Context: an optimization exercise on an open-source flow, tuned for small area, a short achievable clock period and few clock cycles. The choices shown serve that exercise and are no tape-out recipe. The RTL was checked by simulation tests, not by an equivalence proof against the original design.

Setup of job 101:
// tgm_traj
module tgm_traj (
    input  wire        clk,
    input  wire        rst,
    input  wire [31:0] period_us,
    input  wire        cmd_valid,
    output wire        cmd_ready,
    input  wire [2:0]  cmd_op,
    input  wire [15:0] cmd_start,
    input  wire [15:0] cmd_end,
    input  wire [31:0] cmd_duration,
    input  wire        cmd_shape,
    output reg         rsp_valid,
    output wire [15:0] rsp_duty,
    output wire        rsp_active,
    output reg         rsp_ok
);
    localparam MEMSZ = 13;
    localparam OP_TICK      = 3'd0;
    localparam OP_ENQ       = 3'd1;
    localparam OP_SET_DUTY  = 3'd2;
    localparam OP_START     = 3'd3;
    localparam OP_STOP      = 3'd4;
    localparam OP_STOP_OUT  = 3'd5;
    reg         rdy;
    reg         busy;
    assign cmd_ready = rdy;
    reg [15:0] duty_out;
    reg        auto_active;
    assign rsp_duty   = duty_out;
    assign rsp_active = auto_active;
    wire acc     = cmd_valid & rdy;
    wire c_tick  = acc & (cmd_op == OP_TICK);
    wire c_enq   = acc & (cmd_op == OP_ENQ);
    reg [31:0] per;
    always @(posedge clk) per <= period_us;
    reg        auto_en;
    reg        start_pend;
    reg        duty_pend;
    reg [15:0] duty_cmd;
    reg [3:0]  cnt;       
    reg        ld_pend;   
    reg [15:0] m_start [0:MEMSZ-1];
    reg [15:0] m_end   [0:MEMSZ-1];
    reg [31:0] m_dur   [0:MEMSZ-1];
    reg        m_shape [0:MEMSZ-1];
    reg [1:0]  m_cls   [0:MEMSZ-1];
    reg [MEMSZ-1:0] wsel;     
    reg [MEMSZ-1:0] rsel;     
    reg [3:0]  mcnt;
    wire mfull  = (mcnt == MEMSZ);
    wire mwe    = rdy & !mfull;           
    wire enq_ok = c_enq & (cnt != 4'd15);
    wire c_nz, c_n3, c_n6;
    tgm_ge #(.W(32)) u_cz (.a(cmd_duration),               .b(per), .ge(c_nz));
    tgm_ge #(.W(32)) u_c3 (.a({3'd0, cmd_duration[31:3]}), .b(per), .ge(c_n3));
    tgm_ge #(.W(32)) u_c6 (.a({6'd0, cmd_duration[31:6]}), .b(per), .ge(c_n6));
    wire [1:0] c_cls = !c_nz ? 2'd0 : !c_n3 ? 2'd1 : !c_n6 ? 2'd2 : 2'd3;
    integer mi;
    always @(posedge clk) begin
        for (mi = 0; mi < MEMSZ; mi = mi + 1)
            if (mwe && wsel[mi]) begin
                m_start[mi] <= cmd_start;
                m_end[mi]   <= cmd_end;
                m_dur[mi]   <= cmd_duration;
                m_shape[mi] <= cmd_shape;
                m_cls[mi]   <= c_cls;
            end
    end
    reg [15:0] h_start, h_end;
  ...
Settings: LEC_CHECK=0, CAP_MARGIN=20, CORE_MARGIN=2, CORE_UTILIZATION=65, CTS_CLUSTER_DIAMETER=60, CTS_CLUSTER_SIZE=24, PLACE_DENSITY=0.75, SETUP_SLACK_MARGIN=4.7, SLEW_MARGIN=20, TNS_END_PERCENT=100; clock period 8.0 ns.
run.sh (not shown) runs the stock make flow with config.mk's settings and CLKGATE_MAP_FILE= SYNTH_SCRIPT=/design/flow/synth_recipe.tcl, a recipe that flattens the netlist after the stock synthesis.
Job 101: no failed stages, no open violations at the end
Testbench counts of job 101, summed over its fixed seeds: cycles 20,653.
Input changes introduced in job 102 (baseline for comparison: job 101):
- swapping 4.7 for 4.5 in SETUP_SLACK_MARGIN
Taking job 101 as the reference, in job 102 met1 wire length saw a decrease, wire length per cell saw a decrease, end-of-flow core utilization saw a decrease, post-route standard cell area excluding fillers saw a decrease.
Cmp job 101 and job 102 / cell depth of the worst setup path / lower: job 101
On pin slew with the least headroom to its limit: job 102 sits above job 101.
Re first-pass GRT wire length: job 101 and job 102 aren't equal, and the lower value belongs to job 102.
Job 101 leaves less setup margin than job 102.
Changes observed in job 102 relative to job 101: relative area change from synthesis to final layout went down by 3.3 points, post-route minimum period moved down, non-clock buffer count decreased 23%.
Setup changes, job 102 to job 103
- SETUP_SLACK_MARGIN now 5, was 4.5
[summary]
Job 103 closes out successfully: all stages finished, all timing, DRC and antenna checks passed.
Comparing job 103 with job 102, the count of multi-input gates came out essentially unchanged.
Taking job 102 as the reference, in job 103 worst setup margin rose 73 ps, depth of the worst register-to-register path shrank by 2, logic depth of the worst setup path including buffers down 2, wire length increased 13%.
[inputs] job 104 vs job 103
- CTS_CLUSTER_SIZE removed (was 24)
- CTS_CLUSTER_DIAMETER removed (was 60)
--- outcome ---
Per the comparison of job 104 with job 103, register clock-pin slew on the reported worst setup and hold paths lost 20 ps, clock insertion delay at the later pin of the skew report has increased, total wire length neither gained nor lost much. Re final worst-path setup slack: job 103 was lower than job 104.

-- port drivers added, routing unchanged --
Ports are ideal in the flow. The routed layouts listed here were re-timed in OpenROAD.
Step 1 assumes that a clkbuf_16 drives the clock port and a buf_2 every other input.
Step 2, shift: input delay + t, output delay - t, t = (earliest + latest rising clock arrival at the registers) / 2. This alone moves slack from input paths to output paths.
a / b / c = ideal / step 1 / step 2; a / b = the first two.
run | shift t [ns] | slack for setup (ns) | hold slack, ns | latest minus earliest clock arrival (ns) | slew at the worst register clock pin (ns)
job 101 | 0.799 | 4.394 / 4.394 / 3.976 | 0.424 / 0.424 / 0.424 | 0.054 / 0.054 | 0.09 / 0.09
job 102 | 0.797 | 4.407 / 4.407 / 3.843 | 0.414 / 0.414 / 0.414 | 0.058 / 0.058 | 0.09 / 0.09
job 103 | 0.803 | 4.480 / 4.480 / 3.938 | 0.405 / 0.405 / 0.405 | 0.049 / 0.049 | 0.09 / 0.09
job 104 | 0.845 | 4.534 / 4.534 / 4.042 | 0.414 / 0.414 / 0.414 | 0.045 / 0.045 | 0.07 / 0.07
After both steps setup and hold are still met in every run listed. The setup slack of job 102, which loses most, moves by 0.000 ns with the drivers and by -0.564 ns with both steps.
